Context: an optimization exercise on an open-source flow, tuned for small area, a short achievable clock period and few clock cycles. The choices shown serve that exercise and are no tape-out recipe. Where RTL was checked, it was by simulation tests only, not by an equivalence proof against the original. Power is estimated from default activity; no workload was simulated.

==> run a <==
## woled_ctrl
module woled_ctrl (
    input  wire        clk,
    input  wire        rst,
    input  wire        req_valid,
    output wire        req_ready,
    input  wire [95:0] req_desc,
    input  wire [15:0] req_len,        
    output reg         ev_valid,
    input  wire        ev_ready,
    output reg  [2:0]  ev_kind,
    output wire [15:0] ev_data,
    input  wire [1:0]  ev_fail,
    output wire [6:0]  pix_x,
    output wire [5:0]  pix_y,
    input  wire        pix_color,
    output wire [15:0] buf_idx,
    input  wire        buf_color,
    output wire [15:0] str_idx,
    input  wire [7:0]  str_byte,
    output wire [7:0]  glyph_ch,
    output wire [2:0]  glyph_row,
    input  wire [7:0]  glyph_bits
);
    localparam [2:0] EV_DC = 3'd0, EV_CS = 3'd1, EV_XFER = 3'd2, EV_DELAY = 3'd3,
                     EV_RSP = 3'd4, EV_HALT = 3'd5;
    localparam [3:0] C_BAD = 4'h0, C_INIT = 4'h1, C_SFC = 4'h2, C_SFB = 4'h3,
                     C_CLR = 4'h4, C_DSP = 4'h5, C_TXT = 4'h6;
    localparam [7:0] F_BUS = 8'h01, F_PIN = 8'h02, F_PINU = 8'h03, F_REQ = 8'h10,
                     F_STATE = 8'h11, F_ARG = 8'h12, F_ADAPTER = 8'h20;
    localparam [2:0] E_IDLE = 3'd0, E_CHECK = 3'd1, E_INIT = 3'd2, E_CMD = 3'd3,
                     E_DATA = 3'd4, E_DEAD = 3'd5;
    reg  [2:0]  st;
    reg  [4:0]  ph;
    reg         inited;
    reg         rdy;
    reg  [7:0]  ev_b;
    reg         e0, m;
    assign ev_data   = {8'd0, ev_b[7:1] & {7{m}}, e0};
    assign req_ready = rdy;
    reg  [3:0]  code;
    reg         c0b, c0h, c1b, c1h, rsvnz;
    reg  [15:0] rx, ry, rw, rh, rlen;
    reg  [12:0] ti;                 
    wire        is_sfb = (code == C_SFB);
    wire        is_clr = (code == C_CLR);
    wire        is_txt = (code == C_TXT);
    wire        chk    = (st == E_CHECK);
    wire [19:0] xop = is_txt ? (chk ? {1'b0, rw, 3'd0} : 20'd8) : {4'd0, rw};
    wire [19:0] xa  = {4'd0, rx} + xop;
    wire        xe_cl = (xa[19:8] != 12'd0) || (xa[7] && (xa[6:0] != 7'd0));
    wire [7:0]  xe8   = xe_cl ? 8'd127 : (xa[7:0] - 8'd1);
  ...
Settings: LEC_CHECK=0, CAP_MARGIN=20, CORE_MARGIN=2, CORE_UTILIZATION=40, SLEW_MARGIN=20; clock period 12.0 ns.
standard.sh (not shown) runs the stock make flow with config.mk's settings and CLKGATE_MAP_FILE= SYNTH_SCRIPT=/design/flow/synth_recipe.tcl, a recipe that flattens the netlist after the stock synthesis.
==> flow/flow/run.sh <==
#!/bin/bash
set -euo pipefail
MARGIN=${MARGIN:-8}
PORTBUF=${PORTBUF:-sky130_fd_sc_hd__buf_1}
bash standard.sh SETUP_SLACK_MARGIN=$MARGIN "BUFFER_PORTS_ARGS=-buffer_cell $PORTBUF" finish > flow_standard.log 2>&1
==> run b (differences from run a) <==
==> flow/flow/run.sh (replaced) <==
#!/bin/bash
set -euo pipefail
MARGIN=${MARGIN:-8}
bash standard.sh SETUP_SLACK_MARGIN=$MARGIN finish > flow_standard.log 2>&1
==> out/metrics.cfg <==
[critical_path]
crit_path_end=ev_b[4]
slowest_stage=o311ai_4

[pwr]
ir_drop_mv=0.115

[status]
status=finished clean

[placed_design]
detailedPlace.worstSlack_ns=6.70

(the above is from run b)
==> out/metrics.cfg <==
[pwr]
swShare_pct=39.4
ir_drop_mv=0.103

[placed_design]
detailedPlace.worstSlack_ns=7.03

[finish]
seq_share_pct=30.1

[critical_path]
slowest_stage=edfxtp_1

[synth]
synth_area_leaders=edfxtp_1 (25%), dfxtp_1 (11%), ha_1 (8.1%)

[routing]
num_vias=14486

[status]
status=finished clean

(the above is from run a)
No functional check of the RTL was part of any run of this note.

========
==> v2 <==
woled_ctrl, a different RTL version from the one above (not shown whole).
export LEC_CHECK = 0
export CAP_MARGIN = 20
export CORE_MARGIN = 2
export CORE_UTILIZATION = 40
export SLEW_MARGIN = 20
create_clock -name core_clock -period 12.0 [get_ports {clk}]
==> flow/flow/run.sh <==
#!/bin/bash
# Own layout flow: the standard layout (standard synthesis, floorplan,
# placement, CTS, routing, via standard.sh) with these changes to how the
# layout is made; the SDC and the clock period are unchanged:
#  - every input and output port still gets its own buffer, but a plain
#    small buffer cell instead of the delay cell buffer_ports picks by default;
#  - CTS builds the clock tree from smaller clock buffers.
# make's output goes to flow_standard.log; each ORFS step logs under orfs/logs.
set -euo pipefail
MARGIN=${MARGIN:-8}
PORTBUF=${PORTBUF:-sky130_fd_sc_hd__buf_1}
CTSBUF=${CTSBUF:-sky130_fd_sc_hd__clkbuf_8}
bash standard.sh SETUP_SLACK_MARGIN=$MARGIN "BUFFER_PORTS_ARGS=-buffer_cell $PORTBUF" \
  CTS_BUF_LIST=$CTSBUF finish > flow_standard.log 2>&1
==> v20 (differences from v2) <==
--- a/flow/design.v
+++ b/flow/design.v
@@ -43,26 +43,31 @@
     wire [12:0] ti = rlen[12:0];    
     wire [7:0]  ch = rh[7:0];       
     wire [7:0]  sr = rh[15:8];      
     wire        is_sfb = (code == C_SFB);
     wire        is_clr = (code == C_CLR);
     wire        is_txt = (code == C_TXT);
     wire        chk    = (st == E_CHECK);
-    wire [19:0] xop = is_txt ? (chk ? {1'b0, rw, 3'd0} : 20'd8) : {4'd0, rw};
-    wire [19:0] xa  = {4'd0, rx} + xop;
-    wire        xe_cl = (xa[19:8] != 12'd0) || (xa[7] && (xa[6:0] != 7'd0));
-    wire [7:0]  xe8   = xe_cl ? 8'd127 : (xa[7:0] - 8'd1);
-    wire        col_ne = (rx[15:7] == 9'd0) && (xa[19:0] != {4'd0, rx});
-    wire [12:0] phw = is_txt ? 13'd1 : rh[15:3];
-    wire [3:0]  ylo = {1'b0, ry[2:0]} + {1'b0, rh[2:0]};
-    wire        ycin = chk && !is_txt && ylo[3];
-    wire [14:0] ya2 = {1'b0, ry[15:3], 1'b1} + {1'b0, phw, ycin};
-    wire [13:0] ya  = ya2[14:1];
-    wire        pe_cl = (ya >= 14'd9);
-    wire [7:0]  pe8   = pe_cl ? 8'd7 : (ya[7:0] - 8'd1);
+    wire [15:0] xop   = is_txt ? {rw[12:0], 3'd0} : rw;
+    wire [16:0] xs    = {1'b0, rx} + {1'b0, xop};
+    wire        x_ovf = xs[16] || (is_txt && (rw[15:13] != 3'd0));
+    wire [16:0] ys    = {1'b0, ry} + {1'b0, (is_txt ? 16'd8 : rh)};
+    wire        y_ovf = ys[16];
+    wire [15:0] eff_w = is_txt ? 16'd8 : rw;
+    wire [8:0]  xs9   = {2'b00, rx[6:0]} + {1'b0, eff_w[7:0]};
+    wire        xe_cl = (rx[15:7] != 9'd0) || (eff_w[15:8] != 8'd0) ||
+                        (xs9[8:7] != 2'b00 && xs9[7:0] != 8'h80);
+    wire [7:0]  xm1   = xs9[7:0] - 8'd1;
+    wire [7:0]  xe8   = xe_cl ? 8'd127 : xm1;
+    wire        col_ne = (rx[15:7] == 9'd0) && (is_txt || (rw != 16'd0));
+    wire [12:0] phw   = is_txt ? 13'd1 : rh[15:3];
+    wire [3:0]  ps4   = {1'b0, ry[5:3]} + {1'b0, phw[2:0]};
+    wire        pe_cl = (ry[15:6] != 10'd0) || (phw[12:3] != 10'd0) || (ps4 >= 4'd9);
+    wire [2:0]  pe3n  = ps4[2:0] - 3'd1;
+    wire        pe_ng = !pe_cl && (ps4 == 4'd0);
     wire        pg_ne = (ry[15:6] == 10'd0) && (phw != 13'd0);
     wire        loop_ne = col_ne && pg_ne;
     wire        unal  = (ry[2:0] != 3'd0);
     wire f_c0z = !c0b && !c0h;
     wire f_c1z = !c1b && !c1h;
     wire f_xz  = (rx == 16'd0);
     wire f_yz  = (ry == 16'd0);
@@ -73,23 +78,23 @@
     reg  [7:0]  chk_code;
     always @(*) begin
         zero_ok = !rsvnz && (code != C_BAD);
         arg_ok  = 1'b1;
         case (code)
             C_SFC, C_SFB: begin
                 zero_ok = zero_ok & f_c0z & f_c1z;
-                arg_ok  = (xa[19:16] == 4'd0) && !ya[13];
+                arg_ok  = !x_ovf && !y_ovf;
             end
             C_CLR: begin
                 zero_ok = zero_ok & f_c1z & f_xywh;
                 arg_ok  = !c0h;
             end
             C_TXT: begin
                 zero_ok = zero_ok & f_hz;
-                arg_ok  = (xa[19:16] == 4'd0) && !ya[13] && !c0h && !c1h;
+                arg_ok  = !x_ovf && !y_ovf && !c0h && !c1h;
             end
             default: zero_ok = zero_ok & f_c0z & f_c1z & f_xywh;
         endcase
         if (!zero_ok)
             chk_code = F_REQ;
         else if (inited == (code == C_INIT))
             chk_code = F_STATE;
@@ -111,103 +116,108 @@
     reg         prun;
     reg         pstart;
     reg  [6:0]  col;
     reg  [2:0]  page;
     reg  [2:0]  off;
     reg         dir;                
     reg  [16:0] bi;                 
-    reg  [16:0] pn;                 
+    reg         pgb;                
     reg         cf;                 
     reg  [7:0]  xe8r;               
     reg         pe_neg;             
     reg  [2:0]  pe3;                
     reg         col_end;            
     reg         col_last, pg_last;  
     assign pix_x     = col;
     assign pix_y     = {page, off};
     assign buf_idx   = bi[15:0];
     assign str_idx   = {3'd0, ti};
     assign glyph_ch  = ch;
     assign glyph_row = off;
     wire [2:0]  tc   = col[2:0] - rx[2:0];
-    wire        gpix = glyph_bits[tc] ? c0b : c1b;
+    wire        gpix = glyph_bits[tc];   
     wire        pix  = is_txt ? gpix : (is_sfb ? buf_color : pix_color);
     wire        fnow = (is_sfb || is_txt) && (unal || (is_sfb && ({1'b0, bi} >= {2'b00, rlen})));
     reg  [7:0]  byte_now;
     always @(*) begin
         byte_now = sr;
         byte_now[off] = pix;
         if (is_clr) byte_now = {8{c0b}};
     end
     wire        fault_now = !is_clr && ((off == 3'd7) ? fnow : cf);
     reg         bvalid;             
-    wire        cap   = (st == E_DATA) && (ph[1:0] == 2'd0) && !bvalid && prun && col_end;
-    wire        pstep = prun && (!col_end || cap);
+    wire        cap   = (st == E_DATA) && (ph[1:0] == 2'd0) && !bvalid && prun && col_end && !pgb;
+    wire        pstep = prun && !pgb && (!col_end || cap);
     wire        pchg = col_last && !pg_last;
-    wire        bsub = dir && !col_end;
-    wire [17:0] bop  = col_end ? 18'd1 : bsub ? ~{2'd0, rw} : {2'd0, rw};
-    wire [18:0] bs2  = {1'b0, bi, 1'b1} + {bop, bsub};
-    wire [17:0] bs   = bs2[18:1];
-    wire [16:0] bnx  = (!bsub && bs[17]) ? 17'h1ffff : bs[16:0];
-    wire [19:0] pn2  = {3'd0, pn} + {1'b0, rw, 3'd0};
-    wire [16:0] pnx  = (pn2[19:17] != 3'd0) ? 17'h1ffff : pn2[16:0];
-    wire [16:0] pn0  = (rw[15:13] != 3'd0) ? 17'h1ffff : {1'b0, rw[12:0], 3'd0};
+    wire        bsub = dir && !col_end && !pgb;
+    wire        msub = col_end && pchg && !pgb;
+    reg  [6:0]  mcol;               
+    wire [19:0] bop  = pgb  ? (dir ? {1'b0, rw, 3'd0} : {4'd0, rw}) :
+                       msub ? ~{13'd0, mcol} :
+                       col_end ? 20'd1 :
+                       bsub ? ~{4'd0, rw} : {4'd0, rw};
+    wire        bneg = bsub || msub;
+    wire [20:0] bs2  = {3'd0, bi, 1'b1} + {bop, bneg};
+    wire [19:0] bs   = bs2[20:1];
+    wire [16:0] bnx  = (!bneg && (bs[19:17] != 3'd0)) ? 17'h1ffff : bs[16:0];
     always @(posedge clk) begin
         if (rst) begin
             prun <= 1'b0;
-            col  <= 7'd0;
-            page <= 3'd0;
-            off  <= 3'd0;
-            bi   <= 17'd0;
+            pgb  <= 1'b0;
         end else if (pstart) begin
             col     <= rx[6:0];
             page    <= ry[5:3];
             off     <= 3'd0;
             dir     <= 1'b0;
             col_end <= is_clr;
             bi      <= 17'd0;
-            pn      <= pn0;
+            pgb     <= 1'b0;
             xe8r    <= xe8;
-            pe_neg  <= (ya == 14'd0);
-            pe3     <= pe8[2:0];
+            pe_neg  <= pe_ng;
+            pe3     <= pe_cl ? 3'd7 : pe3n;
             prun    <= loop_ne;
+        end else if (pgb) begin
+            pgb     <= 1'b0;
+            dir     <= 1'b0;
+            col_end <= is_clr;
+            bi      <= bnx;
         end else if (pstep) begin
             if (off == 3'd7) cf <= fnow;
             if (col_end) begin
                 if (col_last) begin
                     if (pg_last)
                         prun <= 1'b0;
                     else begin
                         page    <= page + 3'd1;
                         col     <= rx[6:0];
                         off     <= 3'd0;
-                        dir     <= 1'b0;
-                        col_end <= is_clr;
-                        bi      <= pn;
-                        pn      <= pnx;
+                        pgb     <= 1'b1;
+                        bi      <= bnx;
                     end
                 end else begin
                     col     <= col + 7'd1;
                     dir     <= ~dir;
                     col_end <= is_clr;
                     bi      <= bnx;
                 end
             end else begin
                 off     <= dir ? off - 3'd1 : off + 3'd1;
                 col_end <= dir ? (off == 3'd1) : (off == 3'd6);
                 bi      <= bnx;
             end
         end
         col_last <= (col == xe8r[6:0]);
+        mcol     <= col - rx[6:0];
         pg_last  <= (page == pe3);
     end
     wire free     = !ev_valid || ev_ready;
     wire fail_now = ev_valid && ev_ready && (ev_fail != 2'b00) &&
                     !ev_kind[2] && (ev_kind[1:0] != 2'b11);
-    wire [7:0] fail_code = (ev_kind == EV_XFER) ? F_BUS : (ev_fail[1] ? F_PINU : F_PIN);
+    reg        failed;
+    reg  [1:0] fcode;               
     wire init_dc = (ph == 5'd2) || (ph == 5'd7) || (ph == 5'd11) || (ph == 5'd15);
     wire init_cs = (ph == 5'd3) || (ph == 5'd8) || (ph == 5'd12) || (ph == 5'd16);
     wire init_x  = (ph == 5'd4) || (ph == 5'd5) || (ph == 5'd9) || (ph == 5'd13) || (ph == 5'd17);
     wire [2:0] init_k = (ph == 5'd1) ? EV_DELAY : init_dc ? EV_DC : init_x ? EV_XFER : EV_CS;
     wire [7:0] init_b = (ph == 5'd1)  ? 8'd100 :
                         (ph == 5'd4)  ? 8'h20 :
                         (ph == 5'd9)  ? 8'hA1 :
@@ -243,15 +253,20 @@
         a_kind   = EV_HALT;
         a_b      = 8'd0;
         a_st     = st;
         a_ph     = ph;
         a_nxt    = 1'b0;
         a_pstart = 1'b0;
         a_inited = inited;
-        case (st)
+        if (failed) begin
+            a_ld   = 1'b1;
+            a_kind = EV_HALT;
+            a_b    = {6'd0, fcode};
+            a_st   = E_DEAD;
+        end else case (st)
             E_IDLE: if (rdy && req_valid) a_st = E_CHECK;
             E_CHECK: begin
                 a_ph = 5'd1;
                 if (chk_code != 8'd0) begin
                     a_ld   = 1'b1;
                     a_kind = EV_HALT;
                     a_b    = chk_code;
@@ -318,15 +333,15 @@
                         a_kind = EV_CS;
                         a_b    = 8'd1;
                         a_ph   = 5'd2;
                     end
                     2'd2: begin
                         a_ld   = 1'b1;
                         a_kind = EV_XFER;
-                        a_b    = ev_b;
+                        a_b    = is_txt ? ((ev_b & {8{c0b}}) | (~ev_b & {8{c1b}})) : ev_b;
                         a_ph   = 5'd3;
                     end
                     default: begin
                         a_ld   = 1'b1;
                         a_kind = EV_CS;
                         a_b    = 8'd0;
                         a_ph   = 5'd0;
@@ -348,50 +363,43 @@
     always @(posedge clk) begin
         if (rst) begin
             st       <= E_IDLE;
             ph       <= 5'd0;
             inited   <= 1'b0;
             rdy      <= 1'b0;
             ev_valid <= 1'b0;
-            ev_kind  <= EV_DC;
-            ev_b     <= 8'd0;
-            e0       <= 1'b0;
-            m        <= 1'b0;
+            failed   <= 1'b0;
             bvalid   <= 1'b0;
             nxt      <= 1'b0;
             pstart   <= 1'b0;
         end else begin
             if (cap) begin
                 ev_b   <= byte_now;
                 bfault <= fault_now;
                 dlast  <= col_last && pg_last;
             end
-            if (fail_now) begin
-                ev_valid <= 1'b1;
-                ev_kind  <= EV_HALT;
-                ev_b     <= fail_code;
-                e0       <= fail_code[0];
-                m        <= 1'b1;
-                st       <= E_DEAD;
-            end else if (free) begin
+            if (fail_now)
+                fcode <= (ev_kind == EV_XFER) ? 2'b01 : {1'b1, ev_fail[1]};
+            failed   <= fail_now || (failed && !free);
+            ev_valid <= !free || (a_ld && !fail_now);
+            if (free) begin
                 st       <= a_st;
                 ph       <= a_ph;
                 inited   <= a_inited;
-                ev_valid <= a_ld;
                 if (a_ld) begin
                     ev_kind <= a_kind;
                     m       <= !(a_pin && a_kind != EV_XFER);
                     e0      <= a_b[0];
                     if (!(a_pin && a_kind != EV_XFER)) ev_b <= a_b;
                 end
             end
             rdy    <= go && (a_st == E_IDLE) && !a_ld;
-            nxt    <= go && a_nxt;
-            pstart <= (go && a_pstart) || nxt;
-            bvalid <= (bvalid || cap) && !(go && a_ld && st == E_DATA);
+            nxt    <= free && a_nxt;
+            pstart <= (free && a_pstart) || nxt;
+            bvalid <= (bvalid || cap) && !(free && a_ld && st == E_DATA);
             more_chars <= is_txt && ((ti + 13'd1) != rw[12:0]);
         end
     end
     always @(posedge clk) begin
         if (rdy) begin
             code  <= (req_desc[7:5] == 3'd0 && req_desc[3] == 1'b0 &&
                       (req_desc[4] ? (req_desc[2:0] <= 3'd4)
==> v6 (differences from v2) <==
--- a/flow/design.v
+++ b/flow/design.v
@@ -17,14 +17,26 @@
     input  wire        buf_color,
     output wire [15:0] str_idx,
     input  wire [7:0]  str_byte,
     output wire [7:0]  glyph_ch,
     output wire [2:0]  glyph_row,
     input  wire [7:0]  glyph_bits
 );
+    function [20:0] radd;
+        input [20:0] a, b;
+        integer i;
+        reg c;
+        begin
+            c = 1'b0;
+            for (i = 0; i < 21; i = i + 1) begin
+                radd[i] = a[i] ^ b[i] ^ c;
+                c = (a[i] & b[i]) | (c & (a[i] ^ b[i]));
+            end
+        end
+    endfunction
     localparam [2:0] EV_DC = 3'd0, EV_CS = 3'd1, EV_XFER = 3'd2, EV_DELAY = 3'd3,
                      EV_RSP = 3'd4, EV_HALT = 3'd5;
     localparam [3:0] C_BAD = 4'h0, C_INIT = 4'h1, C_SFC = 4'h2, C_SFB = 4'h3,
                      C_CLR = 4'h4, C_DSP = 4'h5, C_TXT = 4'h6;
     localparam [7:0] F_BUS = 8'h01, F_PIN = 8'h02, F_PINU = 8'h03, F_REQ = 8'h10,
                      F_STATE = 8'h11, F_ARG = 8'h12, F_ADAPTER = 8'h20;
     localparam [2:0] E_IDLE = 3'd0, E_CHECK = 3'd1, E_INIT = 3'd2, E_CMD = 3'd3,
@@ -44,22 +56,24 @@
     wire [7:0]  ch = rh[7:0];       
     wire [7:0]  sr = rh[15:8];      
     wire        is_sfb = (code == C_SFB);
     wire        is_clr = (code == C_CLR);
     wire        is_txt = (code == C_TXT);
     wire        chk    = (st == E_CHECK);
     wire [19:0] xop = is_txt ? (chk ? {1'b0, rw, 3'd0} : 20'd8) : {4'd0, rw};
-    wire [19:0] xa  = {4'd0, rx} + xop;
+    wire [20:0] xa_r = radd({5'd0, rx}, {1'b0, xop});
+    wire [19:0] xa  = xa_r[19:0];
     wire        xe_cl = (xa[19:8] != 12'd0) || (xa[7] && (xa[6:0] != 7'd0));
     wire [7:0]  xe8   = xe_cl ? 8'd127 : (xa[7:0] - 8'd1);
     wire        col_ne = (rx[15:7] == 9'd0) && (xa[19:0] != {4'd0, rx});
     wire [12:0] phw = is_txt ? 13'd1 : rh[15:3];
     wire [3:0]  ylo = {1'b0, ry[2:0]} + {1'b0, rh[2:0]};
     wire        ycin = chk && !is_txt && ylo[3];
-    wire [14:0] ya2 = {1'b0, ry[15:3], 1'b1} + {1'b0, phw, ycin};
+    wire [20:0] ya_r = radd({7'd0, ry[15:3], 1'b1}, {7'd0, phw, ycin});
+    wire [14:0] ya2 = ya_r[14:0];
     wire [13:0] ya  = ya2[14:1];
     wire        pe_cl = (ya >= 14'd9);
     wire [7:0]  pe8   = pe_cl ? 8'd7 : (ya[7:0] - 8'd1);
     wire        pg_ne = (ry[15:6] == 10'd0) && (phw != 13'd0);
     wire        loop_ne = col_ne && pg_ne;
     wire        unal  = (ry[2:0] != 3'd0);
     wire f_c0z = !c0b && !c0h;
@@ -144,15 +158,16 @@
     wire        pstep = prun && (!col_end || cap);
     wire        pchg = col_last && !pg_last;
     wire        bsub = dir && !col_end;
     wire [17:0] bop  = col_end ? 18'd1 : bsub ? ~{2'd0, rw} : {2'd0, rw};
     wire [18:0] bs2  = {1'b0, bi, 1'b1} + {bop, bsub};
     wire [17:0] bs   = bs2[18:1];
     wire [16:0] bnx  = (!bsub && bs[17]) ? 17'h1ffff : bs[16:0];
-    wire [19:0] pn2  = {3'd0, pn} + {1'b0, rw, 3'd0};
+    wire [20:0] pn_r = radd({4'd0, pn}, {2'd0, rw, 3'd0});
+    wire [19:0] pn2  = pn_r[19:0];
     wire [16:0] pnx  = (pn2[19:17] != 3'd0) ? 17'h1ffff : pn2[16:0];
     wire [16:0] pn0  = (rw[15:13] != 3'd0) ? 17'h1ffff : {1'b0, rw[12:0], 3'd0};
     always @(posedge clk) begin
         if (rst) begin
             prun <= 1'b0;
             col  <= 7'd0;
             page <= 3'd0;
==> notes <==
Of v2 and v6, v2 has the higher register-to-register slack (gap 4100 ps).
Design area, lowest first: v20, v6, v2.
Core utilization, lowest first: v20, v6, v2.
Clock power: v6 > v2 > v20.
Testbench counts of v2, summed over its fixed seeds: cycles 340,122.
Testbench counts of v20, summed over its fixed seeds: cycles 340,417.
Only the layout flow was run in v6; the RTL was not checked for function there.

[what the ideal ports hide]
The results above use ideal ports. As a check the final layouts listed here were re-extracted and re-timed, cells and wires unchanged.
Step 1 assumes that a clkbuf_16 drives the clock port and a buf_2 every other input.
Step 2 times the ports against the registers' clock, not the clock port: input delays grow and output delays shrink by t, the midpoint of the rising clock arrivals with the driver on.
a / b / c = ideal / step 1 / step 2; a / b = the first two.
run	t, ns	setup slack, ns	cell pins on the clock port's net
run a	0.611	7.834 / 7.834 / 7.354	1
run b	0.611	7.868 / 7.868 / 7.308	1
v2	0.567	7.721 / 7.746 / 7.179	1
v20	0.553	8.062 / 8.047 / 7.599	1
v6	0.546	3.720 / 3.720 / 3.720	1
After both steps setup and hold are still met in every run listed. The setup slack of run b, which loses most, moves by 0.000 ns with the drivers and by -0.560 ns with both steps.
